Context: an optimization exercise on an open-source flow, tuned for small area, a short achievable clock period and few clock cycles. The choices shown serve that exercise and are no tape-out recipe.
In this exercise RTL edits were held to simulation tests only and were not proved equivalent to the original.
Power figures rest on the tool's default switching activity, not on a simulated workload.

File: flow/design.v
module spitfp_core (
    input  wire       clk,
    input  wire       rst,         
    input  wire       in_valid,
    output wire       in_ready,
    input  wire [7:0] in_data,
    output wire       out_valid,
    input  wire       out_ready,
    output wire [7:0] out_data
);
    localparam [20:0] BAUD_MIN      = 21'd400000;
    localparam [20:0] BAUD_MAX      = 21'd2000000;
    localparam [20:0] BAUD_RESET    = 21'd1400000;
    localparam [20:0] DYN_MIN_RESET = 21'd400000;
    localparam [1:0] RX_SEEK = 2'd0;
    localparam [1:0] RX_ACC  = 2'd1;
    localparam [1:0] RX_FC   = 2'd2;
    localparam [1:0] TX_IDLE = 2'd0;
    localparam [1:0] TX_DATA = 2'd1;
    localparam [1:0] TX_ACK  = 2'd2;
    localparam [1:0] SM_SEEK  = 2'd0;
    localparam [1:0] SM_CAND  = 2'd1;
    localparam [1:0] SM_REDIR = 2'd3;
    function [7:0] rotl;
        input [7:0] x;
        rotl = {x[6:0], x[7]};
    endfunction
    function [7:0] rotr;
        input [7:0] x;
        rotr = {x[0], x[7:1]};
    endfunction
    reg [7:0]  rb   [0:63];      
    reg [7:0]  pbuf [0:23];      
    reg [7:0]  srx  [0:23];      
    reg [5:0]  head;
    reg [5:0]  tail;
    reg [6:0]  used;
    reg [1:0]  rx_state;
    reg [4:0]  rx_len;
    reg [4:0]  send_len;
    reg [4:0]  slot_tx_len;
    reg [4:0]  slot_rx_len;
    reg [1:0]  tx_src;
    reg [4:0]  tx_idx;
    reg        tx_sent, tx_due, tx_rel;
    reg [3:0]  tx_sl;           
    reg [7:0]  tx_sum;
    reg [3:0]  seq_cur, sls;
    reg        ack_owed;
    reg [31:0] now_reg, last_send;
    reg [20:0] baud_cfg, baud_cur, baud_new, dyn_min;
    reg        baud_change, dyn_en;
    reg [7:0]  c_eack_lo;
    reg [23:0] c_eack_hi;
    reg        c_eack_pc;
    wire [31:0] c_eack = {c_eack_hi, c_eack_lo};
    reg [7:0]  c_efr_lo;
    reg [23:0] c_efr_hi;
    reg        c_efr_pc;
    wire [31:0] c_efr = {c_efr_hi, c_efr_lo};
    reg [7:0]  c_emsg_lo;
    reg [23:0] c_emsg_hi;
    reg        c_emsg_pc;
    wire [31:0] c_emsg = {c_emsg_hi, c_emsg_lo};
    reg [7:0]  c_eovf_lo;
    reg [23:0] c_eovf_hi;
    reg        c_eovf_pc;
    wire [31:0] c_eovf = {c_eovf_hi, c_eovf_lo};
    reg [7:0]  c_brick_lo;
    reg [23:0] c_brick_hi;
    reg        c_brick_pc;
    wire [31:0] c_brick = {c_brick_hi, c_brick_lo};
    reg [7:0]  c_brlet_lo;
    reg [23:0] c_brlet_hi;
    reg        c_brlet_pc;
    wire [31:0] c_brlet = {c_brlet_hi, c_brlet_lo};
    reg [7:0]  zero_run_lo;
    reg [23:0] zero_run_hi;
    reg        zero_run_pc;
    wire [31:0] zero_run = {zero_run_hi, zero_run_lo};
    reg [7:0] ib0, ib1;
    reg [11:0] id0;             
    reg       iv0, iv1;
    reg       in_rdy;
    assign in_ready = in_rdy;
    wire in_fire = in_valid & in_rdy;
    function [11:0] opdec;
        input [7:0] x;
        begin
            opdec[0]  = (x == 8'h01);
            opdec[1]  = (x == 8'h02);
            opdec[2]  = (x == 8'h03);
            opdec[3]  = (x == 8'h04);
            opdec[4]  = (x == 8'h05);
            opdec[5]  = (x == 8'h06);
            opdec[6]  = (x == 8'h07);
            opdec[7]  = (x == 8'h08);
            opdec[8]  = (x == 8'h09);
            opdec[9]  = (x == 8'h0A);
            opdec[10] = (x == 8'h00) || (x > 8'h0A);
            opdec[11] = (x == 8'h00);
        end
    endfunction
    wire [11:0] in_dec  = opdec(in_data);
    wire [11:0] ib1_dec = opdec(ib1);
    wire go;
    always @(posedge clk) begin
        if (rst) begin
            iv0 <= 1'b0;
            iv1 <= 1'b0;
            in_rdy <= 1'b1;
        end else if (go) begin
            if (iv1) begin
                ib0 <= ib1;
                id0 <= ib1_dec;
                iv0 <= 1'b1;
            end else begin
                ib0 <= in_data;
                id0 <= in_dec;
                iv0 <= in_fire;
            end
            iv1 <= 1'b0;
            in_rdy <= 1'b1;
        end else begin
            if (!iv0) begin
                ib0 <= in_data;
                id0 <= in_dec;
                iv0 <= in_fire;
            end else if (!iv1) begin
                ib1 <= in_data;
                iv1 <= in_fire;
            end
            in_rdy <= !(iv1 | (iv0 & in_fire));
        end
    end
    reg        ov, ov1;
    reg [7:0]  od, od1;
    reg [7:0]  od_o;            
    assign out_valid = ov;
    assign out_data  = od_o;
    wire       pv;              
    wire [7:0] pd;
    wire       pop = ov & out_ready;
    always @(posedge clk)
        od_o <= (pop || !ov) ? (ov1 ? od1 : pd) : od;
    always @(posedge clk) begin
        if (rst) begin
            ov  <= 1'b0;
            ov1 <= 1'b0;
        end else if (pop || !ov) begin
            if (ov1) begin
                od  <= od1;
                ov  <= 1'b1;
                ov1 <= pv;
                od1 <= pd;
            end else begin
                od  <= pd;
                ov  <= pv;
                ov1 <= 1'b0;
            end
        end else if (pv) begin
            od1 <= pd;
            ov1 <= 1'b1;
        end
    end
    reg        e_opc, e_rx, e_rd, e_sn, e_sd, e_en, e_w;
    reg        w_tick, w_baud, w_dyn, w_prop;
    reg [3:0]  kq;              
    reg [20:0] arg;             
    reg        en_b;
    reg [7:0]  sub_rem;
    reg        sub_l;           
    reg        sub_f;           
    reg        sw;              
    reg        txp;             
    reg        txl;             
    reg [4:0]  sub_n;
    reg [1:0]  sub_st;          
    reg        f_ltmin, f_gtmax, f_ltdyn;
    reg        t_borrow, t_lo, t_hz;
    reg        t3_pend, t3_to;
    integer k;
    reg        r_act, r_drain;
    reg [4:0]  r_idx, r_last;
    reg [31:0] r_cap;           
    reg [4:0]  pb_off;
    reg        sc_act;
    reg        sc_pend;         
    reg        wr_pend;         
    reg [5:0]  wr_addr;
    reg [7:0]  wr_data;
    reg [1:0]  sm;
    reg [7:0]  rq;              
    reg        rz_h, rz_l;      
    reg        rl_h, rl_l;      
    reg [5:0]  ra;              
    reg [7:0]  sh;              
    reg [4:0]  soff;            
    reg [4:0]  sL, sLm1;
    reg [7:0]  sseq;
    reg        scopy;
    wire tx_wait = (tx_src == TX_IDLE) && tx_due && (pb_off != 5'd0);
    wire stall_c = (r_act && !(r_drain && id0[2])) || ov1 || t3_pend || tx_wait;
    wire go_opc  = iv0 && e_opc && !stall_c;    
    assign go = iv0 && (!e_opc || !stall_c);     
    wire [7:0] b = ib0;
    wire       b_zero  = id0[11];
    wire       o_reset = e_opc && id0[0];
    wire       o_tick  = e_opc && id0[1];
    wire       o_rx    = e_opc && id0[2];
    wire       o_tx    = e_opc && id0[3];
    wire       o_sub   = e_opc && id0[4];
    wire       o_drain = e_opc && id0[5];
    wire       o_rd    = e_opc && id0[6];
    wire       o_baud  = e_opc && id0[7];
    wire       o_dyn   = e_opc && id0[8];
    wire       o_prop  = e_opc && id0[9];
    wire       o_inv   = e_opc && id0[10];
    wire [7:0] cmin_b = kq[0] ? 8'h80 : kq[1] ? 8'h1A : kq[2] ? 8'h06 : 8'h00;
    wire [7:0] cmax_b = kq[0] ? 8'h80 : kq[1] ? 8'h84 : kq[2] ? 8'h1E : 8'h00;
    wire [7:0] dyn_b  = kq[0] ? dyn_min[7:0] : kq[1] ? dyn_min[15:8] :
                        kq[2] ? {3'd0, dyn_min[20:16]} : 8'h00;
    wire [7:0] ls_b   = kq[0] ? last_send[7:0] : kq[1] ? last_send[15:8] :
                        last_send[23:16];
    wire       n_ltmin = (b < cmin_b) || ((b == cmin_b) && !kq[0] && f_ltmin);
    wire       n_gtmax = (b > cmax_b) || ((b == cmax_b) && !kq[0] && f_gtmax);
    wire       n_ltdyn = (b < dyn_b)  || ((b == dyn_b)  && !kq[0] && f_ltdyn);
    wire       t_bin   = !kq[0] && t_borrow;
    wire [7:0] ls_b1   = ls_b + 8'd1;
    wire       t_zero  = t_bin ? (b == ls_b1) : (b == ls_b);       
    wire       t_bout  = t_bin ? (b <= ls_b) : (b < ls_b);        
    wire [7:0] ls0     = last_send[7:0];
    wire       t_small = (b == ls0) || (b == ls0 + 8'd1) || (b == ls0 + 8'd2) ||
                         (b == ls0 + 8'd3) || (b == ls0 + 8'd4);   
    wire [7:0] ls3     = last_send[31:24];
    wire [7:0] ls3p1   = last_send[31:24] + 8'd1;
    wire       t_eq3   = t_borrow ? (b == ls3p1) : (b == ls3);
    wire       t_to    = !(t_lo && t_hz && t_eq3);      
    wire        f_lo    = b_zero && f_ltmin;
    wire        f_hi    = !b_zero || f_gtmax;
    wire        f_ld    = b_zero && f_ltdyn;
    wire [20:0] clampv  = f_lo ? BAUD_MIN : (f_hi ? BAUD_MAX : arg);
    wire [20:0] propv   = f_ld ? dyn_min  : (f_hi ? BAUD_MAX : arg);
    wire [31:0] rv [0:17];
    assign rv[0]  = {19'd0, (zero_run[31:4] != 28'd0) || zero_run_pc, tx_rel, tx_due, tx_sent,
                     tx_src, rx_state, baud_change, ack_owed,
                     (send_len != 5'd0),
                     (slot_tx_len != 5'd0) || (send_len != 5'd0),
                     (slot_rx_len != 5'd0)};
    assign rv[1]  = {16'd0, 3'd0, tx_idx, sls, seq_cur};
    assign rv[2]  = c_eack;
    assign rv[3]  = c_efr;
    assign rv[4]  = c_emsg;
    assign rv[5]  = c_eovf;
    assign rv[6]  = c_brick;
    assign rv[7]  = c_brlet;
    assign rv[8]  = {11'd0, baud_cfg};
    assign rv[9]  = {11'd0, baud_cur};
    assign rv[10] = {11'd0, baud_new};
    assign rv[11] = {31'd0, dyn_en};
    assign rv[12] = {11'd0, dyn_min};
    assign rv[13] = zero_run;
    assign rv[14] = last_send;
    assign rv[15] = {3'd0, rx_len, 3'd0, slot_rx_len, 3'd0, slot_tx_len, 3'd0, send_len};
    assign rv[16] = {25'd0, used};
    assign rv[17] = now_reg;
    reg [31:0] reg_val;
    always @(*) begin
        reg_val = 32'd0;
        for (k = 0; k < 18; k = k + 1)
            if (b == k) reg_val = reg_val | rv[k];
    end
    wire [7:0] r_byte = r_drain ? srx[r_idx] : r_cap[7:0];
    wire r_push = r_act && !ov1;
    wire [7:0] tx_seqb = (tx_src == TX_DATA) ? {seq_cur, tx_sl} : {4'd0, tx_sl};
    wire       tx_i1   = (tx_idx == 5'd1);
    wire       tx_last = txl;
    wire [7:0] txd_b   = tx_i1 ? tx_seqb : (tx_last ? tx_sum : pbuf[0]);
    wire [7:0] txa_b   = tx_i1 ? tx_seqb : tx_sum;
    wire [7:0] tx_b    = (tx_src == TX_IDLE) ? (tx_due ? {3'd0, send_len} :
                                                (ack_owed ? 8'h03 : 8'h00)) :
                         (tx_src == TX_DATA) ? txd_b : txa_b;
    wire       tx_pl   = go_opc && o_tx && txp;
    wire s_fin = e_sd && sub_l;
    wire w_fin = e_w && kq[3];
    wire x_push = (go_opc && (o_tx || o_drain || o_inv)) ||
                  (iv0 && (e_rd || (e_sn && b_zero) || s_fin || (w_fin && !w_tick)));
    reg [7:0] x_byte;
    always @(*) begin
        if (e_opc)
            x_byte = o_tx ? tx_b : (o_drain ? {3'd0, slot_rx_len} : 8'h03);
        else if (e_rd)
            x_byte = (b <= 8'h11) ? 8'd0 : 8'd3;
        else if (e_sn)
            x_byte = 8'd2;
        else if (e_sd)
            x_byte = {6'd0, sub_st};
        else
            x_byte = (w_prop && !dyn_en) ? 8'd4 : 8'd0;
    end
    assign pv = x_push || r_push;
    assign pd = x_push ? x_byte : r_byte;
    wire [7:0] rbyte = rb[ra];
    wire       rz      = rz_h && rz_l;
    wire       rl      = rl_h && rl_l;
    wire       hb_len  = rl;
    wire       used0   = (used == 7'd0);
    wire       h_short = ({1'b0, used} < rq);
    wire       c_cse   = (soff == sLm1);
    wire       c_data   = (sL != 5'd3);
    wire [3:0] c_own    = sseq[7:4];
    wire [3:0] c_ackn   = sseq[3:0];
    wire [7:0] sseq_n   = (cand && !c_cse && soff == 5'd1) ? rq : sseq;
    wire       c_new_c  = c_data && (sseq_n[7:4] != 4'd0) && (sseq_n[7:4] != sls);
    reg        c_new, c_stall, ack_match, c_dup, c_own0, cg_h, cg_l, ue;
    wire [7:0] cg_k = rotl(sh ^ rq);
    always @(posedge clk) begin
        ue        <= (used == {2'd0, sL});
        c_new     <= c_new_c;
        c_stall   <= c_new_c && (slot_rx_len != 5'd0);
        ack_match <= (send_len != 5'd0) && tx_sent && (sseq_n[3:0] == seq_cur);
        c_own0    <= (sseq_n[7:4] == 4'd0);
        c_dup     <= (sseq_n[7:4] == sls);
        cg_h      <= (rbyte[7:4] == cg_k[7:4]);   
        cg_l      <= (rbyte[3:0] == cg_k[3:0]);
    end
    wire [3:0] seq_next  = (seq_cur == 4'd15) ? 4'd1 : seq_cur + 4'd1;
    wire       cand     = sc_act && (sm == SM_CAND);
    wire       seek     = sc_act && (sm == SM_SEEK);
    wire       s_stop0  = seek && used0;
    wire       s_idle   = seek && !used0 && rz;
    wire       s_badl   = seek && !used0 && !rz && !hb_len;
    wire       s_stopa  = seek && !used0 && hb_len && h_short;
    wire       s_start  = seek && !used0 && hb_len && !h_short;
    wire       c_good   = cg_h && cg_l;
    wire       d_fin    = cand && c_cse;
    wire       d_bad    = d_fin && !c_good;
    wire       d_stall  = d_fin && c_good && c_stall;
    wire       d_take   = d_fin && c_good && !c_stall;
    wire       used1    = (used == 7'd1);
    wire       s_empty  = ((s_idle || s_badl) && used1) || (d_take && ue && !ack_match);
    wire       sc_stop  = s_stop0 || s_stopa || d_stall || s_empty;
    wire       cp_on    = cand && scopy && !c_cse;
    wire [5:0] head_p1 = head + 6'd1;
    always @(posedge clk) begin
        if (r_push) begin
            r_cap <= {8'd0, r_cap[31:8]};
            r_idx <= r_idx + 5'd1;
            if (r_idx == r_last) r_act <= 1'b0;
        end
        if ((sw && iv0) || tx_pl ||
            ((pb_off != 5'd0) && !sw && (tx_src != TX_DATA))) begin
            for (k = 0; k < 23; k = k + 1)
                pbuf[k] <= pbuf[k+1];
            pbuf[23] <= sw ? b : pbuf[0];
            pb_off   <= (pb_off == 5'd0 || (sw && iv0 && sub_f)) ? 5'd23 : pb_off - 5'd1;
        end
        if (!sc_act) begin
            rq <= rbyte;
            rz_h <= (rbyte[7:4] == 4'd0);
            rz_l <= (rbyte[3:0] == 4'd0);
            rl_h <= (rbyte[7:5] == 3'd0);
            rl_l <= (rbyte[4:0] >= 5'd3) && (rbyte[4:0] <= 5'd27);
            ra <= head;
        end else begin
            case (sm)
            SM_SEEK: begin
                if (s_idle || s_badl) begin
                    head <= head + 6'd1;
                    used <= used - 7'd1;
                    rq   <= rbyte;
                    rz_h   <= (rbyte[7:4] == 4'd0);
                    rz_l   <= (rbyte[3:0] == 4'd0);
                    rl_h   <= (rbyte[7:5] == 3'd0);
                    rl_l   <= (rbyte[4:0] >= 5'd3) && (rbyte[4:0] <= 5'd27);
                    ra   <= ra + 6'd1;
                end
                if (s_start) begin
                    sm    <= SM_CAND;
                    sL    <= rq[4:0];
                    sLm1  <= rq[4:0] - 5'd1;
                    soff  <= 5'd1;
                    sh    <= rotl(rq);
                    scopy <= (slot_rx_len == 5'd0);
                    rq    <= rbyte;
                    rz_h    <= (rbyte[7:4] == 4'd0);
                    rz_l    <= (rbyte[3:0] == 4'd0);
                    rl_h    <= (rbyte[7:5] == 3'd0);
                    rl_l    <= (rbyte[4:0] >= 5'd3) && (rbyte[4:0] <= 5'd27);
                    ra    <= ra + 6'd1;
                end
            end
            SM_CAND: begin
                if (!c_cse) begin
                    sh   <= rotl(sh ^ rq);
                    soff <= soff + 5'd1;
                    if (soff == 5'd1) sseq <= rq;
                end
                rq <= rbyte;
                rz_h <= (rbyte[7:4] == 4'd0);
                rz_l <= (rbyte[3:0] == 4'd0);
                rl_h <= (rbyte[7:5] == 3'd0);
                rl_l <= (rbyte[4:0] >= 5'd3) && (rbyte[4:0] <= 5'd27);
                ra <= ra + 6'd1;
                if (d_bad) begin
                    head <= head_p1;
                    used <= used - 7'd1;
                    ra   <= head_p1;
                    sm   <= SM_REDIR;
                end
                if (d_take) begin
                    head     <= head + {1'b0, sL};
                    used     <= used - {2'd0, sL};
                    sm       <= SM_SEEK;
                    if (ack_match) begin
                        if (tx_src == TX_DATA) begin
                            tx_rel <= 1'b1;
                        end else begin
                            send_len <= 5'd0;
                            tx_sent  <= 1'b0;
                            tx_due   <= 1'b0;
                            tx_rel   <= 1'b0;
                            seq_cur  <= seq_next;
                        end
                    end
                    if (c_data) begin
                        if (c_own0) begin
                        end else if (c_dup) begin
                            ack_owed <= 1'b1;
                        end else begin
                            slot_rx_len <= sL - 5'd3;
                            sls         <= c_own;
                            ack_owed    <= 1'b1;
                        end
                    end
                end
                if (d_stall) sm <= SM_SEEK;
            end
            default: begin    
                rq <= rbyte;
                rz_h <= (rbyte[7:4] == 4'd0);
                rz_l <= (rbyte[3:0] == 4'd0);
                rl_h <= (rbyte[7:5] == 3'd0);
                rl_l <= (rbyte[4:0] >= 5'd3) && (rbyte[4:0] <= 5'd27);
                ra <= ra + 6'd1;
                sm <= SM_SEEK;
            end
            endcase
        end
        if (cp_on) begin
            for (k = 0; k < 24; k = k + 1)
                if (soff == k + 2) srx[k] <= rq;
        end
        if (sc_stop) begin
            sc_act <= 1'b0;
            ra     <= head;
            if (s_stop0 || s_empty) begin
                rx_state <= RX_SEEK;
                rx_len   <= 5'd0;
            end else if (s_stopa) begin
                rx_state <= RX_ACC;
                rx_len   <= rq[4:0];
            end else begin
                rx_state <= RX_FC;
                rx_len   <= sL;
            end
        end
        if (iv0 && w_fin && w_tick && baud_change && tx_src == TX_IDLE) begin
            baud_cur    <= baud_new;
            baud_change <= 1'b0;
        end
        if ((iv0 && w_fin && w_tick && !sc_pend && (!sc_act || sc_stop)) || (t3_pend && sc_stop)) begin
            t3_pend <= 1'b0;
            if (send_len == 5'd0 && slot_tx_len != 5'd0) begin
                send_len    <= slot_tx_len + 5'd3;
                slot_tx_len <= 5'd0;
                tx_sent     <= 1'b0;
                tx_rel      <= 1'b0;
                tx_due      <= 1'b1;
            end else if (send_len != 5'd0 && tx_sent && !tx_due &&
                         tx_src != TX_DATA && (t3_pend ? t3_to : t_to)) begin
                tx_due <= 1'b1;
            end
        end else if (iv0 && w_fin && w_tick) begin
            t3_pend <= 1'b1;
            t3_to   <= t_to;
        end
        wr_pend <= iv0 && e_rx;
        wr_addr <= tail;
        wr_data <= b;
        if (wr_pend)
            rb[wr_addr] <= wr_data;
        if (sc_pend) begin
            sc_pend <= 1'b0;
            sc_act  <= 1'b1;
            sm      <= SM_SEEK;
            ra      <= head + 6'd1;
        end
        if (iv0) begin
            if (go_opc) begin
                if (o_tick) begin
                    e_opc <= 1'b0; e_w <= 1'b1; kq <= 4'b0001;
                    w_tick <= 1'b1; w_baud <= 1'b0; w_dyn <= 1'b0; w_prop <= 1'b0;
                    if (wr_pend) begin
                        sc_pend <= 1'b1;
                    end else begin
                        sc_act <= 1'b1;
                        sm     <= SM_SEEK;
                        ra     <= head + 6'd1;
                    end
                end
                if (o_rx)  begin e_opc <= 1'b0; e_rx <= 1'b1; end
                if (o_sub) begin e_opc <= 1'b0; e_sn <= 1'b1; end
                if (o_rd)  begin e_opc <= 1'b0; e_rd <= 1'b1; end
                if (o_baud || o_prop) begin
                    e_opc <= 1'b0; e_w <= 1'b1; kq <= 4'b0001;
                    w_tick <= 1'b0; w_baud <= o_baud; w_dyn <= 1'b0; w_prop <= o_prop;
                end
                if (o_dyn) begin
                    e_opc <= 1'b0; e_en <= 1'b1;
                    w_tick <= 1'b0; w_baud <= 1'b0; w_dyn <= 1'b1; w_prop <= 1'b0;
                end
                if (o_tx) begin
                    if (tx_src == TX_IDLE) begin
                        if (tx_due) begin
                            tx_sl     <= sls;
                            tx_sum    <= rotl({3'd0, send_len});
                            tx_src    <= TX_DATA;
                            tx_idx    <= 5'd1;
                            tx_due    <= 1'b0;
                            tx_sent   <= 1'b1;
                            last_send <= now_reg;
                            ack_owed  <= 1'b0;
                        end else if (ack_owed) begin
                            tx_sl    <= sls;
                            tx_sum   <= 8'h06;
                            tx_src   <= TX_ACK;
                            tx_idx   <= 5'd1;
                            ack_owed <= 1'b0;
                        end
                    end else if (tx_src == TX_DATA) begin
                        tx_sum <= rotl(tx_sum ^ txd_b);
                        if (tx_last) begin
                            tx_src <= TX_IDLE;
                            tx_idx <= 5'd0;
                            if (tx_rel) begin
                                send_len <= 5'd0;
                                tx_sent  <= 1'b0;
                                tx_due   <= 1'b0;
                                tx_rel   <= 1'b0;
                                seq_cur  <= seq_next;
                            end
                        end else begin
                            tx_idx <= tx_idx + 5'd1;
                        end
                        txp <= tx_i1 || (txp && (tx_idx != send_len - 5'd2));
                        txl <= txp && (tx_idx == send_len - 5'd2);
                    end else begin
                        tx_sum <= rotl(tx_sum ^ txa_b);
                        if (tx_idx == 5'd2) begin
                            tx_src <= TX_IDLE;
                            tx_idx <= 5'd0;
                        end else begin
                            tx_idx <= tx_idx + 5'd1;
                        end
                    end
                end
                if (o_drain) begin
                    slot_rx_len <= 5'd0;
                    if (slot_rx_len != 5'd0) begin
                        r_act   <= 1'b1;
                        r_drain <= 1'b1;
                        r_idx   <= 5'd0;
                        r_last  <= slot_rx_len - 5'd1;
                    end
                end
            end
            if (e_rx) begin
                e_rx <= 1'b0; e_opc <= 1'b1;
                tail <= tail + 6'd1;
                if (used[6]) begin
                    head     <= head + 6'd1;
                    ra       <= head_p1;
                    rx_state <= RX_SEEK;
                    rx_len   <= 5'd0;
                end else begin
                    used <= used + 7'd1;
                end
            end
            if (e_rd) begin
                e_rd <= 1'b0; e_opc <= 1'b1;
                r_act   <= 1'b1;
                r_drain <= 1'b0;
                r_idx   <= 5'd0;
                r_last  <= 5'd3;
                r_cap   <= reg_val;
            end
            if (e_sn) begin
                e_sn    <= 1'b0;
                sub_n   <= b[4:0];
                sub_rem <= b;
                sub_l   <= (b == 8'd1);
                sub_f   <= 1'b1;
                if (b == 8'd0 || b > 8'd24)
                    sub_st <= 2'd2;
                else if (slot_tx_len != 5'd0 || send_len != 5'd0)
                    sub_st <= 2'd1;
                else
                    sub_st <= 2'd0;
                if (b == 8'd0) e_opc <= 1'b1;
                else           e_sd  <= 1'b1;
                sw <= (b != 8'd0) && (b <= 8'd24) && (slot_tx_len == 5'd0) && (send_len == 5'd0);
            end
            if (e_sd) begin
                sub_rem <= sub_rem - 8'd1;
                sub_l   <= (sub_rem == 8'd2);
                sub_f   <= 1'b0;
                if (sub_l) begin
                    e_sd <= 1'b0; e_opc <= 1'b1;
                    sw   <= 1'b0;
                    if (sub_st == 2'd0) begin
                        slot_tx_len <= sub_n;
                    end
                end
            end
            if (e_en) begin
                e_en <= 1'b0; e_w <= 1'b1; kq <= 4'b0001;
                en_b <= (b != 8'd0);
            end
            if (e_w) begin
                kq <= {kq[2:0], 1'b0};
                f_ltmin  <= n_ltmin;
                f_gtmax  <= n_gtmax;
                f_ltdyn  <= n_ltdyn;
                t_borrow <= t_bout;
                if (kq[0]) begin
                    t_lo <= t_small;
                    t_hz <= 1'b1;
                end else begin
                    t_hz <= t_hz && t_zero;
                end
                if (kq[0]) arg[7:0]   <= b;
                if (kq[1]) arg[15:8]  <= b;
                if (kq[2]) arg[20:16] <= b[4:0];
                if (w_tick) begin
                    if (kq[0]) now_reg[7:0]   <= b;
                    if (kq[1]) now_reg[15:8]  <= b;
                    if (kq[2]) now_reg[23:16] <= b;
                    if (kq[3]) now_reg[31:24] <= b;
                end
                if (kq[3]) begin
                    e_w <= 1'b0; e_opc <= 1'b1;
                    if (w_baud) begin
                        baud_cfg <= clampv;
                        if (!dyn_en) begin
                            baud_new    <= clampv;
                            baud_change <= 1'b1;
                        end
                    end
                    if (w_dyn) begin
                        dyn_en  <= en_b;
                        dyn_min <= clampv;
                        if (!en_b) begin
                            baud_new    <= baud_cfg;
                            baud_change <= 1'b1;
                        end
                    end
                    if (w_prop && dyn_en) begin
                        baud_new    <= propv;
                        baud_change <= 1'b1;
                    end
                end
            end
        end
        if (rst || (go_opc && o_reset)) begin
            head <= 6'd0; tail <= 6'd0; used <= 7'd0;
            rx_state <= RX_SEEK; rx_len <= 5'd0;
            send_len <= 5'd0; slot_tx_len <= 5'd0; slot_rx_len <= 5'd0;
            tx_src <= TX_IDLE; tx_idx <= 5'd0; txp <= 1'b0; txl <= 1'b0;
            tx_sent <= 1'b0; tx_due <= 1'b0; tx_rel <= 1'b0;
            seq_cur <= 4'd1; sls <= 4'd0; ack_owed <= 1'b0;
            now_reg <= 32'd0; last_send <= 32'd0;
            baud_cfg <= BAUD_RESET; baud_cur <= BAUD_RESET; baud_new <= BAUD_RESET;
            baud_change <= 1'b0; dyn_en <= 1'b1; dyn_min <= DYN_MIN_RESET;
            ra <= 6'd0;
        end
        if (rst) begin
            e_opc <= 1'b1; e_rx <= 1'b0; e_rd <= 1'b0; e_sn <= 1'b0;
            e_sd <= 1'b0; e_en <= 1'b0; e_w <= 1'b0; sw <= 1'b0;
            sc_act  <= 1'b0;
            sc_pend <= 1'b0;
            t3_pend <= 1'b0;
            wr_pend <= 1'b0;
            r_act   <= 1'b0;
            pb_off  <= 5'd0;
        end
    end
    wire cnt_clr = rst || (go_opc && o_reset);
    wire c_eack_inc = d_bad && (sL == 5'd3);
    wire c_eack_sat = (&c_eack_hi) && (&c_eack_lo) && !c_eack_pc;
    always @(posedge clk) begin
        if (cnt_clr || 1'b0) begin
            c_eack_lo <= 8'd0;
            c_eack_hi <= 24'd0;
            c_eack_pc <= 1'b0;
        end else begin
            if (c_eack_pc) c_eack_hi <= c_eack_hi + 24'd1;
            if (c_eack_inc && !c_eack_sat) begin
                c_eack_lo <= c_eack_lo + 8'd1;
                c_eack_pc <= &c_eack_lo;
            end else begin
                c_eack_pc <= 1'b0;
            end
        end
    end
    wire c_efr_inc = s_badl || (d_take && c_data && c_own0);
    wire c_efr_sat = (&c_efr_hi) && (&c_efr_lo) && !c_efr_pc;
    always @(posedge clk) begin
        if (cnt_clr || 1'b0) begin
            c_efr_lo <= 8'd0;
            c_efr_hi <= 24'd0;
            c_efr_pc <= 1'b0;
        end else begin
            if (c_efr_pc) c_efr_hi <= c_efr_hi + 24'd1;
            if (c_efr_inc && !c_efr_sat) begin
                c_efr_lo <= c_efr_lo + 8'd1;
                c_efr_pc <= &c_efr_lo;
            end else begin
                c_efr_pc <= 1'b0;
            end
        end
    end
    wire c_emsg_inc = d_bad && (sL != 5'd3);
    wire c_emsg_sat = (&c_emsg_hi) && (&c_emsg_lo) && !c_emsg_pc;
    always @(posedge clk) begin
        if (cnt_clr || 1'b0) begin
            c_emsg_lo <= 8'd0;
            c_emsg_hi <= 24'd0;
            c_emsg_pc <= 1'b0;
        end else begin
            if (c_emsg_pc) c_emsg_hi <= c_emsg_hi + 24'd1;
            if (c_emsg_inc && !c_emsg_sat) begin
                c_emsg_lo <= c_emsg_lo + 8'd1;
                c_emsg_pc <= &c_emsg_lo;
            end else begin
                c_emsg_pc <= 1'b0;
            end
        end
    end
    wire c_eovf_inc = iv0 && e_rx && used[6];
    wire c_eovf_sat = (&c_eovf_hi) && (&c_eovf_lo) && !c_eovf_pc;
    always @(posedge clk) begin
        if (cnt_clr || 1'b0) begin
            c_eovf_lo <= 8'd0;
            c_eovf_hi <= 24'd0;
            c_eovf_pc <= 1'b0;
        end else begin
            if (c_eovf_pc) c_eovf_hi <= c_eovf_hi + 24'd1;
            if (c_eovf_inc && !c_eovf_sat) begin
                c_eovf_lo <= c_eovf_lo + 8'd1;
                c_eovf_pc <= &c_eovf_lo;
            end else begin
                c_eovf_pc <= 1'b0;
            end
        end
    end
    wire c_brick_inc = iv0 && e_sd && sub_l && (sub_st == 2'd0);
    wire c_brick_sat = (&c_brick_hi) && (&c_brick_lo) && !c_brick_pc;
    always @(posedge clk) begin
        if (cnt_clr || 1'b0) begin
            c_brick_lo <= 8'd0;
            c_brick_hi <= 24'd0;
            c_brick_pc <= 1'b0;
        end else begin
            if (c_brick_pc) c_brick_hi <= c_brick_hi + 24'd1;
            if (c_brick_inc && !c_brick_sat) begin
                c_brick_lo <= c_brick_lo + 8'd1;
                c_brick_pc <= &c_brick_lo;
            end else begin
                c_brick_pc <= 1'b0;
            end
        end
    end
    wire c_brlet_inc = d_take && c_data && !c_own0 && !c_dup;
    wire c_brlet_sat = (&c_brlet_hi) && (&c_brlet_lo) && !c_brlet_pc;
    always @(posedge clk) begin
        if (cnt_clr || 1'b0) begin
            c_brlet_lo <= 8'd0;
            c_brlet_hi <= 24'd0;
            c_brlet_pc <= 1'b0;
        end else begin
            if (c_brlet_pc) c_brlet_hi <= c_brlet_hi + 24'd1;
            if (c_brlet_inc && !c_brlet_sat) begin
                c_brlet_lo <= c_brlet_lo + 8'd1;
                c_brlet_pc <= &c_brlet_lo;
            end else begin
                c_brlet_pc <= 1'b0;
            end
        end
    end
    wire zero_run_inc = s_idle;
    wire zero_run_sat = (&zero_run_hi) && (&zero_run_lo) && !zero_run_pc;
    always @(posedge clk) begin
        if (cnt_clr || d_take) begin
            zero_run_lo <= 8'd0;
            zero_run_hi <= 24'd0;
            zero_run_pc <= 1'b0;
        end else begin
            if (zero_run_pc) zero_run_hi <= zero_run_hi + 24'd1;
            if (zero_run_inc && !zero_run_sat) begin
                zero_run_lo <= zero_run_lo + 8'd1;
                zero_run_pc <= &zero_run_lo;
            end else begin
                zero_run_pc <= 1'b0;
            end
        end
    end
endmodule
File: flow/run.sh
#!/bin/bash
# synth_recipe.tcl (not shown) runs the flow's synth.tcl, then flattens the netlist and writes it again
# the make line also repeats each setting of config.mk as NAME=value (left out here)
make -C /OpenROAD-flow-scripts/flow DESIGN_CONFIG=/design/flow/config.mk WORK_HOME=/design/flow/orfs CLKGATE_MAP_FILE= SYNTH_SCRIPT=/design/flow/synth_recipe.tcl finish
File: flow/config.mk
export PLATFORM = sky130hd
export DESIGN_NAME = spitfp_core
export DESIGN_NICKNAME = spitfp_core
export VERILOG_FILES = /design/flow/design.v
export SDC_FILE = /design/flow/constraint.sdc
export NUM_CORES = 4
export LEC_CHECK = 0
export CAP_MARGIN = 20
export CORE_MARGIN = 2
export CORE_UTILIZATION = 40
export CTS_CLUSTER_DIAMETER = 80
export CTS_CLUSTER_SIZE = 20
export PLACE_DENSITY = 0.6
export SETUP_SLACK_MARGIN = 5.0
export SLEW_MARGIN = 20
File: flow/constraint.sdc
create_clock -name core_clock -period 8.0 [get_ports {clk}]
set_input_delay 1.6000 -clock core_clock [delete_from_list [all_inputs] [get_ports {clk}]]
set_output_delay 1.6000 -clock core_clock [all_outputs]
set_load 0.01 [all_outputs]
==> summary.md, run 1 <==
| Metric | Value |
|---|---|
| Top flip-flop cell by instance count after synthesis | edfxtp_1 |
| Count of flip-flops with a built-in enable after synthesis | between 1,000 and 1,500 |
| Static leakage | 25.1 nW |
| FF+latch count, synth | roughly 1,600 |
| Class of the most critical setup path | reg2reg |
| Sum of routed wire length over all layers | roughly 210 mm |
| Headroom to the max-slew limit | 0.262 |
| Number of max-slew violations in the final report | 0 |
| Post-synthesis instance total | 5,877 |
| Detailed-router iteration count before antenna repair | 6 |
| Commonest cells after routing, fill and taps aside | 1,056 x edfxtp_1, 564 x nor2_1, 549 x nand2_1 |
| Sink of the worst hold path | wr_addr[5]$_DFF_P_ |
| First-pass GRT wire length | 308 mm |
| Library cell with the largest summed area after synthesis | edfxtp_1 |
| Average wire per standard cell | 25.6 um |
| Top reg by flops | rb |
| Share of Yosys cell area claimed by the top area cell type | 0.453 |
| H-tree depth | 3 |
| Pin count of the biggest net entering global routing | approximately 120 |
| RSZ-0062 raised after global routing | true |
| Post-Synthesis Net Count | 5,986 |
| Share of async-settable or async-resettable flops after synthesis | 0 |
| Total Die Area | 179,000 um2 |
| Final weighted congestion in routability-driven placement | 0.959 |
| Latest clock arrival within the worst-skew pair | 0.82 ns |
| Fmax | about 330 MHz |
| Core area | approximately 170,000 um2 |
| Port Buf Inserts | 21 |
| R2R depth | 9 |
| Slew of the pin with the lowest slew margin | 1.10 ns |
| Post-CTS clock slew at the launch and capture registers of the worst setup and hold paths | about 0.090 ns |
| Post-Place Cells | 7,977 |
| Post-route core utilization | 0.447 |
| Sinks on the clock net | 1,596 |
| Type of destination of the critical path | register |
| Number of ports placed on the die boundary | 22 |
| Total overflow reported by the global router | 0 |
| Clock period minus final worst setup slack | 3.03 ns |
| Number of flip-flops under the largest register name | 512 |
| Post-synthesis cell area | between 70,000 and 80,000 um2 |
| Data required time of the worst path | 8.66 ns |
| Setup TNS after final layout | 0 ns |
| Maximum clock skew at final layout | 0.0921 ns |
| Crit share post-route | 0.379 |
| Met2 wire length | between 90 and 100 mm |
| Sequential share of the synthesized area | 0.607 |
| Setup violations, final | 0 |
| Vertical extent of the die | 423 um |
| DRC | 0 |
| Flop2flop setup slack | 4.97 ns |
| Worst hold path stage count | 0 |
| Startpoint class of the critical path | register |
| Initial Util | 0.403 |
| CTS buffer count | 100 |
| Power consumption | between 15 and 20 mW |
| Run status | complete, no violations |
| Overall Global Routing Usage | 0.227 |
| Layout cell share with drive strength beyond 1 | 0.116 |
| Per-cell via count in the routed design | ~5.9 |
| Total of warnings raised by yosys | 3 |
| Routed met3 length | ~20 mm |
| Highest net fanout along the worst path | 28 |
| Post-route insts no fill | just over 8,000 |
| Reported max-cap violation count | 0 |
| Final count of hold timing violations | 0 |
| Clock tree from TritonCTS | yes |
| Detailed router's first-iteration violation count | 5,734 |
| Number of global-route vias before repair | around 46,000 |
| Average instance area after synthesis | 11.9 um2 |
| Highest layer used for signal routing | met5 |
| Root buf cell | clkbuf_16 |
| Top Registers | rb (512), pbuf (192), srx (192) |
| Met1 Wirelength | 91.5 mm |
| Layout Cell Area excl Fill | around 80,000 um2 |
| Net total in the final layout | 5,960 |
| Largest vdd supply drop | about 0.22 mV |
| Min-delay src | tail[5]$_SDFFE_PP0P_ |
| Maximum clock insertion buffer count | 3 |
| Number of placement rows | 153 |
| Arrival time of the worst setup path | roughly 3.7 ns |
| Antenna-violating nets left | 0 |
| Number of distinct library cells after synthesis | 104 |
| FF-to-FF Start | ib0[3]$_DFFE_PP_ |
| Top post-synthesis cells by area | edfxtp_1 45%, dfxtp_1 15%, mux4_2 3.3%, nor2_1 3.1%, nand2_1 3.0% |
| Total power divided by cell area | 230 nW/um2 |
| Post-DP HPWL | ~140 mm |
| FILL cells | roughly 16,000 |
| Layout overhead on the synthesized area | 11.0% |
| Placement-stage cell area | between 70,000 and 80,000 um2 |
| Worst r2r dst | r_cap[1]$_DFF_P_ |
| Most common cell after layout, fill and taps aside | edfxtp_1 |
| HP Class | reg2reg |
| Via count | 49,012 |
| Initial antenna violation count | 11 |
| Die W | 423 um |
-- worst max-delay path by stage --
stage | startpoint | end | slack (ns)
CTS | ra[0]$_SDFF_PP0_ | rz_h$_DFFE_PP_ | 4.93
finish | ib0[3]$_DFFE_PP_ | r_cap[1]$_DFF_P_ | 4.97
global placement | rst | send_len[1]$_SDFF_PP0_ | 3.50
global route | iv0$_SDFF_PP0_ | c_brick_lo[7]$_SDFFE_PP0P_ | 4.94
detailed placement | rst | send_len[1]$_SDFF_PP0_ | 3.48
floorplan | r_idx[3]$_DFF_P_ | od[5]$_DFFE_PN_ | 5.00
-- worst max-delay path: stages, from the launching register on --
cell and delay, ns:
edfxtp_1 0.35, buf_4 0.52, nor2_1 0.17, nand2_1 0.33, nor2_4 0.08, buf_4 0.19
a221o_1 0.35, a221oi_1 0.58, and4_1 0.27, a32oi_1 0.05
-- layer usage --
layer | up-vias | global-route usage
met1 | 24554 | 0.332
met4 | 18 | 0.0748
met5 | - | 0
li1 | 21901 | -
met2 | 2140 | 0.339
met3 | 399 | 0.0438
-- kinds of logic (layout without fill, tap and decap cells) --
group | Yosys count | count (layout) | share of synthesized area
fa+ha+maj | 97 | 97 | 0.0175
other cells | 0 | 2 | 0
buf+inv | 454 | 492 | 0.0269
mux | 326 | 326 | 0.0672
xor+xnor | 325 | 325 | 0.0406
simple gates | 1950 | 1950 | 0.132
flops | 1596 | 1596 | 0.607
compound gates | 1129 | 1131 | 0.109
-- cell type report --
type	count	area, um2	share of cell area
flip-flops and latches	1596	42600	0.547
multi-input cells	3829	26500	0.340
well taps	2325	2910	0.0374
clock buffers	130	2690	0.0345
repair buffers	214	2240	0.0288
clock inverters	38	447	0.00574
inverters	108	442	0.00568
repair inverters	2	27.5	0.000354
diodes	2	5.00	0.0000643
-- stage by stage --
| stage | setup WS [ns] | hold WS, ns |
|---|---|---|
| 3_5_place_dp | 3.48 | 0.362 |
| 2_1_floorplan | 5.00 | 0.349 |
| 4_1_cts | 4.93 | 0.377 |
| 5_1_grt | 4.94 | 0.392 |
| 3_3_place_gp | 3.50 | 0.357 |
| 6_report | 4.97 | 0.377 |
-- synthesized netlist by cell type, types with 15 or more instances --
library cell and instances:
a211oi_1 44, a21oi_1 347, a221oi_1 47, a222oi_1 39, a22o_1 32, a22oi_1 135
a31oi_1 39, a32oi_1 25, and2_1 57, and3_1 59, and4_1 29, buf_1 25
buf_2 46, clkbuf_1 257, dfxtp_1 540, edfxtp_1 1056, ha_1 95, inv_1 105
mux2_2 46, mux2i_1 168, mux4_2 104, nand2_1 554, nand2b_1 45, nand3_1 221
nand3b_1 17, nand4_1 90, nor2_1 579, nor2b_1 46, nor3_1 83, nor4_1 33
o211ai_1 31, o21a_1 15, o21ai_0 160, o22ai_1 32, o31ai_1 18, or3_1 49
or4_1 15, xnor2_1 165, xor2_1 160
-- timing repair --
action	in CTS	in global routing
endpoints found under the setup margin	742	292
gates cloned	11	3
pin swaps	15	29
buffers inserted	31	51
hold buffers	0	0
resized for setup	141	100
-- where the power goes --
| group | leakage, nW | internal (mW) | switching [mW] | total, mW |
|---|---|---|---|---|
| Sequential | 14.1 | 9.84 | 0.398 | 10.2 |
| Combinational | 9.46 | 0.804 | 1.42 | 2.23 |
| Clock | 1.51 | 2.47 | 2.95 | 5.42 |
| Total | 25.1 | 13.1 | 4.77 | 17.9 |
Testbench counts, summed over its fixed seeds: cycles 161,280.
==> run 2, diff against run 1 <==
--- a/flow/design.v
+++ b/flow/design.v
@@ -79,12 +79,12 @@
     reg        zero_run_pc;
     wire [31:0] zero_run = {zero_run_hi, zero_run_lo};
     reg [7:0] ib0, ib1;
-    reg [11:0] id0;             
+    reg [18:0] id0;             
     reg       iv0, iv1;
     reg       in_rdy;
     assign in_ready = in_rdy;
     wire in_fire = in_valid & in_rdy;
-    function [11:0] opdec;
+    function [18:0] opdec;
         input [7:0] x;
         begin
             opdec[0]  = (x == 8'h01);
@@ -99,10 +99,17 @@
             opdec[9]  = (x == 8'h0A);
             opdec[10] = (x == 8'h00) || (x > 8'h0A);
             opdec[11] = (x == 8'h00);
+            opdec[12] = (x == 8'h0B);
+            opdec[13] = (x == 8'h0C);
+            opdec[14] = (x == 8'h0D);
+            opdec[15] = (x == 8'h0E);
+            opdec[16] = (x == 8'h0F);
+            opdec[17] = (x == 8'h10);
+            opdec[18] = (x == 8'h11);
         end
     endfunction
-    wire [11:0] in_dec  = opdec(in_data);
-    wire [11:0] ib1_dec = opdec(ib1);
+    wire [18:0] in_dec  = opdec(in_data);
+    wire [18:0] ib1_dec = opdec(ib1);
     wire go;
     always @(posedge clk) begin
         if (rst) begin
@@ -264,11 +271,12 @@
     assign rv[15] = {3'd0, rx_len, 3'd0, slot_rx_len, 3'd0, slot_tx_len, 3'd0, send_len};
     assign rv[16] = {25'd0, used};
     assign rv[17] = now_reg;
+    wire [17:0] b_is = {id0[18:12], id0[9:0], id0[11]};    
     reg [31:0] reg_val;
     always @(*) begin
         reg_val = 32'd0;
         for (k = 0; k < 18; k = k + 1)
-            if (b == k) reg_val = reg_val | rv[k];
+            if (b_is[k]) reg_val = reg_val | rv[k];
     end
     wire [7:0] r_byte = r_drain ? srx[r_idx] : r_cap[7:0];
     wire r_push = r_act && !ov1;
@@ -290,7 +298,7 @@
         if (e_opc)
             x_byte = o_tx ? tx_b : (o_drain ? {3'd0, slot_rx_len} : 8'h03);
         else if (e_rd)
-            x_byte = (b <= 8'h11) ? 8'd0 : 8'd3;
+            x_byte = (|b_is) ? 8'd0 : 8'd3;
         else if (e_sn)
             x_byte = 8'd2;
         else if (e_sd)
--- a/flow/config.mk
+++ b/flow/config.mk
@@ -9,7 +9,7 @@
 export CORE_MARGIN = 2
 export CORE_UTILIZATION = 40
 export CTS_CLUSTER_DIAMETER = 80
-export CTS_CLUSTER_SIZE = 20
+export CTS_CLUSTER_SIZE = 22
 export PLACE_DENSITY = 0.6
 export SETUP_SLACK_MARGIN = 5.0
 export SLEW_MARGIN = 20
==> run 2 against run 1 <==
Net effect: via count fell by 0.64%; first-iteration DRC count rose by 17%; sequential share of layout area rose by 0.45 points; clock power fell by 0.9%; cell area fell by 0.35%; critical path depth fell by 5; area after synthesis fell by 1.2%; die area fell by 1.2%.
==> summary.md, run 2 <==
| Metric | Value |
|---|---|
| Post-Place Cells | 7,841 (-1.7%) |
| Number of global-route vias before repair | 45,726 (-0.19%) |
| Proportion of total power due to net switching | 0.266 (-0.000536) |
| Internal | 13.2 mW (+0.76%) |
| Reported max-cap violation count | 0 (unchanged) |
| Number of placement rows | 152 (-0.65%) |
| Setup violations, final | 0 (unchanged) |
| First-pass GRT wire length | 310 mm (+0.64%) |
| Layout overhead on the synthesized area | 12.0% |
| Highest net fanout along the worst path | 8 (-71%) |
| Top post-synthesis cells by area | edfxtp_1 46%, dfxtp_1 16%, mux4_2 4.3%, nand2_1 3.1%, nor2_1 3.0% |
| Relative contribution of the clock network to total power | 0.298 (-0.005) |
| Per-cell via count in the routed design | 5.99 (+0.83%) |
| R2R depth | 4 (-5) |
| Sequential share of the synthesized area | 0.617 (+0.0104) |
| Initial antenna violation count | 8 (-3) |
| Data required time of the worst path | 8.37 ns (-0.29 ns) |
| Sinks on the clock net | 1,603 (+0.44%) |
| Sum of routed wire length over all layers | 214 mm (+1.2%) |
| Most common cell after layout, fill and taps aside | edfxtp_1 |
| Fmax | 318 MHz (-3.5%) |
| Number of flip-flops under the largest register name | 512 (unchanged) |
| Maximum clock insertion buffer count | 3 (unchanged) |
| Worst hold path stage count | 0 (unchanged) |
| Library cell with the largest summed area after synthesis | edfxtp_1 |
| Count of flip-flops with a built-in enable after synthesis | 1,063 (+0.66%) |
| Startpoint class of the critical path | register |
| Antenna-violating nets left | 0 (unchanged) |
| Top post-synthesis cells by count | 1,063 x edfxtp_1, 581 x nand2_1, 552 x nor2_1 |
| Most common cell in the synthesized netlist | edfxtp_1 |
| Root buf cell | clkbuf_16 |
| Class of the most critical setup path | reg2reg |
| Top flip-flop cell by instance count after synthesis | edfxtp_1 |
| Total of warnings raised by yosys | 3 (unchanged) |
| Hold Buf Count CTS | 0 (unchanged) |
| Area of the multi-input gates | 25,700 um2 (-2.8%) |
| Pin count of the biggest net entering global routing | 92 (-21%) |
| Post-CTS clock slew at the launch and capture registers of the worst setup and hold paths | 0.09 ns (about the same) |
| Number of max-slew violations in the final report | 0 (unchanged) |
| Latest clock arrival within the worst-skew pair | 0.79 ns (-0.03 ns) |
| Static leakage | 24.9 nW (-0.82%) |
| Flop2flop setup slack | 4.86 ns (-0.11 ns) |
| Share of power burned in registers | 0.567 (-0.005) |
| Die W | 420 um (-0.60%) |
| Top Registers | rb (512), pbuf (192), srx (192) |
| Via count | 48,698 (-0.64%) |
| Reg area | 42,800 um2 (+0.47%) |
| Post-route insts no fill | 8,124 (-1.5%) |
| Maximum clock skew at final layout | 0.0636 ns (-0.0285 ns) |
| Final count of hold timing violations | 0 (unchanged) |
| Combinational group share of total power | 0.135 (+0.011) |
| Total overflow reported by the global router | 0 (unchanged) |
| Commonest cells after routing, fill and taps aside | 1,063 x edfxtp_1, 562 x nand2_1, 513 x nor2_1 |
| Crit share post-route | 0.393 (+0.0137) |
| Post-synthesis cell area | 69,200 um2 (-1.2%) |
| Number of distinct library cells after synthesis | 93 (-11%) |
| Slew of the pin with the lowest slew margin | 1.07 ns (-0.0250 ns) |
| Number of ports placed on the die boundary | 22 (unchanged) |
| Layout cell share with drive strength beyond 1 | 0.130 (+0.0138) |
| Share of Yosys cell area claimed by the top area cell type | 0.461 (+0.00852) |
| Total Die Area | 176,000 um2 (-1.2%) |
| FILL cells | 15,446 (-2.1%) |
| Overall Global Routing Usage | 0.235 (+0.00796) |
| Setup TNS after final layout | 0 ns (unchanged) |
| Type of destination of the critical path | register |
| DRC | 0 (unchanged) |
| Vertical extent of the die | 420 um (-0.60%) |
| Port Buf Inserts | 21 (unchanged) |
| Arrival time of the worst setup path | 3.51 ns (-0.18 ns) |
| Post-route setup slack | 4.86 ns (-0.109 ns) |
| HP Class | reg2reg |
| Average instance area after synthesis | 12.0 um2 (+0.83%) |
| Core area | 172,000 um2 (-1.3%) |
| CTS buffer count | 96 (-4.0%) |
| Setup slack at placement | 3.24 ns (-0.243 ns) |
| H-tree depth | 3 (unchanged) |
| Top reg by flops | rb |
| Post-DP HPWL | 136 mm (-1.3%) |
| Post-synthesis instance total | 5,759 (-2.0%) |
| Total power divided by cell area | 232 nW/um2 (+1.0%) |
| FF+latch count, synth | 1,603 (+0.44%) |
| Run status | complete, no violations |
| Detailed-router iteration count before antenna repair | 7 (+1) |
| Post-Synthesis Net Count | 5,868 (-2.0%) |
| Clock tree from TritonCTS | yes |
| Headroom to the max-slew limit | 0.285 (+0.0234) |
| Initial Util | 0.403 (+0.000454) |
| Largest vdd supply drop | 0.173 mV (-21%) |
| Share of async-settable or async-resettable flops after synthesis | 0 (unchanged) |
| Final weighted congestion in routability-driven placement | 0.946 (-1.4%) |
| Detailed router's first-iteration violation count | 6,736 (+17%) |
| Switching power | 4.80 mW (+0.49%) |
| Average wire per standard cell | 26.3 um (+2.7%) |
| Post-route core utilization | 0.451 (+0.00434) |
| Clock period minus final worst setup slack | 3.14 ns (+0.109 ns) |
| Net total in the final layout | 5,851 (-1.8%) |
| RSZ-0062 raised after global routing | true |
[run 2: cell types whose count changed in the layout (fill, tap and decap cells not counted), moves of 16 or more]
cell      before  now
o21ai_0      158  132
and2_1        55   36
xor2_1       160  181
a22oi_1      117  181
mux4_2       106  132
nand4_1       90  116
nand2b_1      45   29
nor2_2        12   42
a21oi_1      340  306
nor2_1       564  513
mux2i_1      167   60
a31oi_1       39   63
[run 2: kinds of logic (layout without fill, tap and decap cells)]
family                     Yosys count  in the layout  share of synthesized area
muxes                              244            244                     0.0600
buffers and inverters              449            498                     0.0252
xor gates and xnor gates           336            336                     0.0426
other                                0              4                          0
adders and majority gates           97             97                     0.0177
DFF                               1603           1603                      0.617
AOI/OAI and AO/OA                 1112           1112                      0.108
and+or+nand+nor                   1918           1920                      0.129
[run 2: stage by stage]
step           power [mW]  hold slack [ns]  cell area, um2
6_report             18.0            0.377           77500
5_1_grt              18.6            0.377           77500
4_1_cts              17.8            0.369           76300
3_3_place_gp         12.1            0.356           71800
2_1_floorplan        11.5            0.349           69300
3_5_place_dp         12.1            0.356           71900
[run 2: metal layers]
metal  GRT usage  vias up  part of all wire
li1            -    21561                 -
met3      0.0491      323              0.10
met5           0        -           0.00025
met4      0.0818        8             0.034
met2       0.347     2419              0.43
met1       0.343    24387              0.43
[run 2: layout make-up]
cell class              instances  share of cell area
well taps                    2310              0.0373
repair buffers                227              0.0344
inverters                     105             0.00534
flip-flops and latches       1603               0.552
multi-input cells            3709               0.332
diodes                          4            0.000129
clock inverters                39             0.00573
clock buffers                 127              0.0334
[run 2: worst paths after layout]
check,startpoint,to
max reg2reg,wr_pend$_SDFF_PP0_,rb[14][6]$_DFFE_PP_
min,tail[5]$_SDFFE_PP0P_,wr_addr[5]$_DFF_P_
min reg2reg,tail[5]$_SDFFE_PP0P_,wr_addr[5]$_DFF_P_
max,wr_pend$_SDFF_PP0_,rb[14][6]$_DFFE_PP_
[run 2: power groups by stage]
stage | sequential, mW | clock [mW] | combinational, mW
detailed placement | 10.4 | 0 | 1.74
global placement | 10.4 | 0 | 1.70
global route | 10.3 | 5.72 | 2.59
CTS | 10.2 | 5.45 | 2.11
floorplan | 10.4 | 0 | 1.04
finish | 10.2 | 5.37 | 2.43
[run 2: repair_timing]
| action | CTS | global route |
|---|---|---|
| gates resized for setup | 167 | 154 |
| buffers inserted | 46 | 39 |
| pin swaps | 21 | 40 |
| setup endpoints to repair | 772 | 627 |
| gates cloned | 16 | 12 |
[run 2: worst max-delay path: stages, from the launching register on]
cell     delay (ns)
dfxtp_1        0.42
inv_1          0.11
nor2_1         0.78
nand3_1        0.56
nor2_1         0.86
Testbench counts of run 2, summed over its fixed seeds: cycles 161,280.
==> run 3, diff against run 2 <==
--- a/flow/config.mk
+++ b/flow/config.mk
@@ -9,7 +9,7 @@
 export CORE_MARGIN = 2
 export CORE_UTILIZATION = 40
 export CTS_CLUSTER_DIAMETER = 80
-export CTS_CLUSTER_SIZE = 22
+export CTS_CLUSTER_SIZE = 20
 export PLACE_DENSITY = 0.6
 export SETUP_SLACK_MARGIN = 5.0
 export SLEW_MARGIN = 20
==> run 3 against run 2 <==
Net effect: still clean on timing, DRC and antenna; flip-flop and latch count unchanged; via count about the same; count of clock-buffer cells in the layout increased by 4; combinational power decreased by 3%; total power increased by 0.73%; largest power group unchanged.
==> summary.md, run 3 <==
| Metric | Value |
|---|---|
| Post-route insts no fill | 8,125 (+0.012%) |
| Share of Yosys cell area claimed by the top area cell type | 0.461 (unchanged) |
| Sum of routed wire length over all layers | 213 mm (-0.50%) |
| Number of placement rows | 152 (unchanged) |
| Post-Synthesis Net Count | 5,868 (unchanged) |
| Post-synthesis instance total | 5,759 (unchanged) |
| Total power divided by cell area | 234 nW/um2 (+0.83%) |
| Reported max-cap violation count | 0 (unchanged) |
| Initial antenna violation count | 12 (+4) |
| Worst setup path start | ra[0]$_SDFF_PP0_ |
| Highest net fanout along the worst path | 9 (+1) |
| Average instance area after synthesis | 12.0 um2 (unchanged) |
| Root buf cell | clkbuf_16 |
| FILL cells | 15,482 (+0.23%) |
| Top Registers | rb (512), pbuf (192), srx (192) |
| Top post-synthesis cells by count | 1,063 x edfxtp_1, 581 x nand2_1, 552 x nor2_1 |
| Number of flip-flops under the largest register name | 512 (unchanged) |
| First-pass GRT wire length | 310 mm (about the same) |
| Total Die Area | 176,000 um2 (unchanged) |
| RSZ-0062 raised after global routing | true |
| Slowest cell on the critical path | mux4_2 |
| Via count | 48,699 (+0.0021%) |
| Maximum clock skew at final layout | 0.0562 ns (-0.00746 ns) |
| Commonest cells after routing, fill and taps aside | 1,063 x edfxtp_1, 567 x nand2_1, 533 x nor2_1 |
| Initial Util | 0.403 (unchanged) |
| Library cell with the largest summed area after synthesis | edfxtp_1 |
| Headroom to the max-slew limit | 0.282 (-0.00278) |
| Top post-synthesis cells by area | edfxtp_1 46%, dfxtp_1 16%, mux4_2 4.3%, nand2_1 3.1%, nor2_1 3.0% |
| Min-delay src | tail[5]$_SDFFE_PP0P_ |
| Vertical extent of the die | 420 um (unchanged) |
| Die W | 420 um (unchanged) |
| Sinks on the clock net | 1,603 (unchanged) |
| Detailed router's first-iteration violation count | 6,798 (+0.92%) |
| Post-route core utilization | 0.451 (about the same) |
| Average wire per standard cell | 26.2 um (-0.52%) |
| Static leakage | 25.0 nW (+0.25%) |
| Per-cell via count in the routed design | 5.99 (about the same) |
| Number of global-route vias before repair | 45,824 (+0.21%) |
| Maximum clock insertion buffer count | 3 (unchanged) |
| Class of the most critical setup path | reg2reg |
| DRC | 0 (unchanged) |
| CTS buffer count | 101 (+5.2%) |
| Placement-stage cell area | 71,900 um2 (unchanged) |
| Number of distinct library cells after synthesis | 93 (unchanged) |
| Antenna-violating nets left | 0 (unchanged) |
| CP cell instances | buf_12, buf_16, mux4_2, a22o_1, a221o_1, a211oi_4, a21oi_4, a2111oi_2, a31oi_1 |
| Top flip-flop cell by instance count after synthesis | edfxtp_1 |
| Most common cell in the synthesized netlist | edfxtp_1 |
| Post-Place Cells | 7,841 (unchanged) |
| FF-to-FF Start | ra[0]$_SDFF_PP0_ |
| Detailed-router iteration count before antenna repair | 8 (+1) |
| Run status | complete, no violations |
| Startpoint class of the critical path | register |
| Total of warnings raised by yosys | 3 (unchanged) |
| Core area | 172,000 um2 (unchanged) |
| Final hold slack | 0.368 ns (-0.00951 ns) |
| FF+latch count, synth | 1,603 (unchanged) |
| H-tree depth | 3 (unchanged) |
| Arrival time of the worst setup path | 3.52 ns (about the same) |
| Share of async-settable or async-resettable flops after synthesis | 0 (unchanged) |
| Setup TNS after final layout | 0 ns (unchanged) |
| Top reg by flops | rb |
| Setup slack at placement | 3.24 ns (unchanged) |
| Final weighted congestion in routability-driven placement | 0.946 (unchanged) |
| Type of destination of the critical path | register |
| Total overflow reported by the global router | 0 (unchanged) |
| Crit-path max cell delay | 0.52 ns (-0.34 ns) |
| Setup violations, final | 0 (unchanged) |
| Post-CTS clock slew at the launch and capture registers of the worst setup and hold paths | 0.08 ns (about the same) |
| Overall Global Routing Usage | 0.235 (-0.000301) |
| Layout overhead on the synthesized area | 11.9% |
| Final count of hold timing violations | 0 (unchanged) |
| Power consumption | 18.1 mW (+0.73%) |
| Post-synthesis cell area | 69,200 um2 (unchanged) |
| Sequential share of the synthesized area | 0.617 (unchanged) |
| Count of flip-flops with a built-in enable after synthesis | 1,063 (unchanged) |
| Data required time of the worst path | 8.49 ns (+0.12 ns) |
| Slew of the pin with the lowest slew margin | 1.07 ns (+0.00342 ns) |
| HP Class | reg2reg |
| Clock period minus final worst setup slack | 3.03 ns (-0.108 ns) |
| Post-route setup slack | 4.97 ns (+0.108 ns) |
| Clock tree from TritonCTS | yes |
| Hold Buf Count CTS | 0 (unchanged) |
| Port Buf Inserts | 21 (unchanged) |
| Crit share post-route | 0.379 (-0.0135) |
| Number of ports placed on the die boundary | 22 (unchanged) |
| Fmax | 330 MHz (+3.6%) |
| Most common cell after layout, fill and taps aside | edfxtp_1 |
| Net total in the final layout | 5,854 (+0.051%) |
| Layout cell share with drive strength beyond 1 | 0.124 (-0.00518) |
| Number of max-slew violations in the final report | 0 (unchanged) |
| Pin count of the biggest net entering global routing | 92 (unchanged) |
| Largest vdd supply drop | 0.181 mV (+4.3%) |
| Post-DP HPWL | 136 mm (unchanged) |
| Layout Cell Area excl Fill | 77,500 um2 (-0.10%) |
| Latest clock arrival within the worst-skew pair | 0.78 ns (about the same) |
run 3: layer usage:
| metal | up-vias | wire length (um) | track usage |
|---|---|---|---|
| met5 | - | 100 | 0 |
| met4 | 14 | 7090 | 0.0795 |
| met1 | 24407 | 91100 | 0.342 |
| met3 | 346 | 21800 | 0.0478 |
| li1 | 21553 | - | - |
| met2 | 2379 | 92600 | 0.349 |
run 3: repair_timing:
action                                  4_1_cts  5_1_grt
endpoints found under the hold margin         0        0
setup buffers                                40       42
pin swaps                                    18       29
cloned                                       16       13
resized for setup                           165       90
endpoints found under the setup margin      776      582
run 3: path summary, 6_finish.rpt:
path,to,slack [ns],cells past startpoint
setup / recovery,rl_l$_DFFE_PP_,4.97,9
hold / removal,wr_addr[5]$_DFF_P_,0.37,0
setup reg to reg,rl_l$_DFFE_PP_,4.97,9
hold reg to reg,wr_addr[5]$_DFF_P_,0.37,0
run 3: logic make-up (layout without fill, tap and decap cells):
kind of cell / Yosys count / in the layout / synth area share
compound gates: 1112 / 1112 / 0.108
flops: 1603 / 1603 / 0.617
mux: 244 / 244 / 0.0600
xor+xnor: 336 / 336 / 0.0426
other cells: 0 / 4 / 0
buf+inv: 449 / 498 / 0.0252
fa+ha+maj: 97 / 97 / 0.0177
simple gates: 1918 / 1921 / 0.129
run 3: critical path: cells and delay by family, from the launching register on:
kind,cells,cell delay [ns]
AO/OA/AOI/OAI,6,1.58
multiplexers,1,0.52
flip-flops,1,0.38
buffers and inverters,2,0.27
run 3: layout make-up:
cell class | instances | area (um2) | area share
repair buffers | 224 | 2550 | 0.0329
flip-flops and latches | 1603 | 42800 | 0.552
inverters | 105 | 408 | 0.00527
multi-input cells | 3710 | 25600 | 0.330
well taps | 2310 | 2890 | 0.0373
clock inverters | 38 | 515 | 0.00666
clock buffers | 131 | 2710 | 0.0350
diodes | 4 | 10.0 | 0.000129
run 3: power breakdown:
part	internal, mW	switching, mW
registers	9.86	0.349
clock network	2.62	2.96
logic	0.907	1.45
==> run 4, diff against run 3 <==
--- a/flow/config.mk
+++ b/flow/config.mk
@@ -8,7 +8,7 @@
 export CAP_MARGIN = 20
 export CORE_MARGIN = 2
 export CORE_UTILIZATION = 40
-export CTS_CLUSTER_DIAMETER = 80
+export CTS_CLUSTER_DIAMETER = 60
 export CTS_CLUSTER_SIZE = 20
 export PLACE_DENSITY = 0.6
 export SETUP_SLACK_MARGIN = 5.0
==> run 4 against run 3 <==
Net effect: maximum frequency grew 1.9%; core utilization grew 0.40 points; register-to-register slack gained 0.06 ns; setup slack gained 0.058 ns; clock power grew 16%; synthesized cell count is the same.
==> summary.md, run 4 <==
| Metric | Value |
|---|---|
| Commonest cells after routing, fill and taps aside | 1,063 x edfxtp_1, 567 x nand2_1, 532 x nor2_1 |
| Top Registers | rb (512), pbuf (192), srx (192) |
| Die W | 420 um (unchanged) |
| Number of flip-flops under the largest register name | 512 (unchanged) |
| Headroom to the max-slew limit | 0.297 (+0.0147) |
| Clock tree from TritonCTS | yes |
| Initial antenna violation count | 11 (-1) |
| Data required time of the worst path | 8.70 ns (+0.21 ns) |
| Sum of routed wire length over all layers | 213 mm (about the same) |
| FILL cells | 15,407 (-0.48%) |
| Per-cell via count in the routed design | 5.99 (about the same) |
| Latest clock arrival within the worst-skew pair | 0.82 ns (+0.04 ns) |
| Final weighted congestion in routability-driven placement | 0.946 (unchanged) |
| Arrival time of the worst setup path | 3.68 ns (+0.16 ns) |
| Reported max-cap violation count | 0 (unchanged) |
| Most common cell after layout, fill and taps aside | edfxtp_1 |
| Port Buf Inserts | 21 (unchanged) |
| Top reg by flops | rb |
| Detailed-router iteration count before antenna repair | 6 (-2) |
| Proportion of total power due to net switching | 0.270 (+0.00773) |
| Combinational group share of total power | 0.117 (-0.013) |
| Setup violations, final | 0 (unchanged) |
| Core area | 172,000 um2 (unchanged) |
| CP cell instances | clkdlybuf4s50_1, buf_4, a21oi_4, buf_6, nand3_1, a211oi_1 |
| Count of flip-flops with a built-in enable after synthesis | 1,063 (unchanged) |
| Class of the most critical setup path | in2reg |
| Switching power | 5.10 mW (+7.1%) |
| Run status | complete, no violations |
| Maximum clock skew at final layout | 0.0460 ns (-0.0102 ns) |
| Post-synthesis cell area | 69,200 um2 (unchanged) |
| Post-DP HPWL | 136 mm (unchanged) |
| Crit-path max cell delay | 0.43 ns (-0.09 ns) |
| Antenna-violating nets left | 0 (unchanged) |
| Share of async-settable or async-resettable flops after synthesis | 0 (unchanged) |
| Type of destination of the critical path | register |
| Pin count of the biggest net entering global routing | 92 (unchanged) |
| First-pass GRT wire length | 311 mm (+0.24%) |
| Top flip-flop cell by instance count after synthesis | edfxtp_1 |
| Clock period minus final worst setup slack | 2.97 ns (-0.0578 ns) |
| FF+latch count, synth | 1,603 (unchanged) |
| Layout overhead on the synthesized area | 12.9% |
| Total power divided by cell area | 242 nW/um2 (+3.2%) |
| Most common cell in the synthesized netlist | edfxtp_1 |
| Power consumption | 18.9 mW (+4.1%) |
| Number of max-slew violations in the final report | 0 (unchanged) |
| Number of global-route vias before repair | 46,089 (+0.58%) |
| Highest net fanout along the worst path | 50 (+41) |
| Maximum clock insertion buffer count | 3 (unchanged) |
| Slew of the pin with the lowest slew margin | 1.05 ns (-0.0238 ns) |
-- run 4: cell types whose count changed in the layout (fill, tap and decap cells not counted), moves of 5 or more --
cell / change
buf_4: -5
buf_6: +6
clkbuf_1: -6
clkbuf_16: +14
clkinv_4: +6
dlygate4sd2_1: -6
inv_12: +6
inv_6: +17
inv_8: +5
-- run 4: timing repair --
item | in CTS | in global routing
pin swaps | 19 | 28
buffers inserted | 36 | 44
gates resized for setup | 179 | 98
cloned | 16 | 7
endpoints found under the setup margin | 764 | 767
-- run 4: through the flow --
step / hold slack [ns] / setup TNS (ns) / setup WS, ns / std cells / utilization
finish: 0.375 / 0 / 5.03 / 8170 / 0.455
global route: 0.383 / 0 / 4.94 / 8168 / 0.455
CTS: 0.376 / 0 / 4.75 / 8116 / 0.450
detailed placement: 0.356 / 0 / 3.24 / 7841 / 0.418
global placement: 0.356 / 0 / 3.31 / 7840 / 0.418
floorplan: 0.349 / -506.35 / -3.19 / 5759 / -
-- run 4: path summary, 6_finish.rpt --
path                                           start                    endpoint  slack [ns]  depth (start not counted)
worst min register to register  tail[5]$_SDFFE_PP0P_          wr_addr[5]$_DFF_P_        0.38                          0
worst max register to register     sLm1[3]$_DFFE_PP_  c_brlet_lo[4]$_SDFFE_PP0P_        5.03                          9
worst max-delay path                             rst        rx_len[1]$_SDFF_PP0_        5.03                          6
worst min-delay path            tail[5]$_SDFFE_PP0P_          wr_addr[5]$_DFF_P_        0.38                          0
-- run 4: worst max-delay path: cells and delay by family --
kind | cells | cell delay (ns)
AND/OR/NAND/NOR | 1 | 0.39
buffers and inverters | 3 | 1.07
AO/OA/AOI/OAI | 2 | 0.51
-- run 4: kinds of logic after synthesis --
family,Yosys count,synth area share
buffers and inverters,449,0.0252
xor gates and xnor gates,336,0.0426
adders and majority gates,97,0.0177
muxes,244,0.0600
AOI/OAI and AO/OA,1112,0.108
and+or+nand+nor,1918,0.129
DFF,1603,0.617
-- run 4: per-layer routing --
layer | track usage | up-vias | part of all wire
met3 | 0.0449 | 415 | 0.099
met4 | 0.0900 | 10 | 0.039
met5 | 0 | - | 0.00035
li1 | - | 21614 | -
met1 | 0.344 | 24472 | 0.43
met2 | 0.346 | 2416 | 0.43
-- run 4: power by group through the flow --
stage | Clock, mW | Sequential, mW | Combinational (mW)
2_1_floorplan | 0 | 10.4 | 1.04
3_3_place_gp | 0 | 10.4 | 1.70
3_5_place_dp | 0 | 10.4 | 1.74
4_1_cts | 6.54 | 10.2 | 2.06
5_1_grt | 6.83 | 10.3 | 2.37
6_report | 6.45 | 10.2 | 2.22
-- run 4: area by class of cell --
class                           instances  area share
Clock inverter                         82      0.0127
Inverter                              105     0.00522
Tap cell                             2310      0.0370
Antenna cell                            3   0.0000961
Multi-Input combinational cell       3710       0.327
Timing Repair Buffer                  216      0.0303
Clock buffer                          141      0.0400
Sequential cell                      1603       0.548

[re-timing with driven ports]
How much do the figures lean on ideal ports? The routed layouts below were timed once more, with nothing changed but the port constraints.
Step 1 sets driving cells, clkbuf_16 on the clock port and buf_2 on the other inputs (assumed; they add their load-dependent delay and slew).
Step 2 times the ports against the registers' clock, not the clock port: input delays grow and output delays shrink by t, the midpoint of the rising clock arrivals with the driver on.
a / b / c = no drivers / after step 1 / after step 2; a / b = the first two.
run	shift t [ns]	slack for setup (ns)	worst setup path after step 2
run 1	0.855	4.969 / 4.969 / 4.234	input to register
run 2	0.829	4.860 / 4.860 / 4.322	input to register
run 3	0.820	4.968 / 4.968 / 4.284	input to register
run 4	0.875	5.026 / 4.982 / 4.208	input to register
After both steps setup and hold are still met in every run listed. For run 4, which loses most, drivers alone change the setup slack by -0.044 ns; drivers and shift together by -0.818 ns.
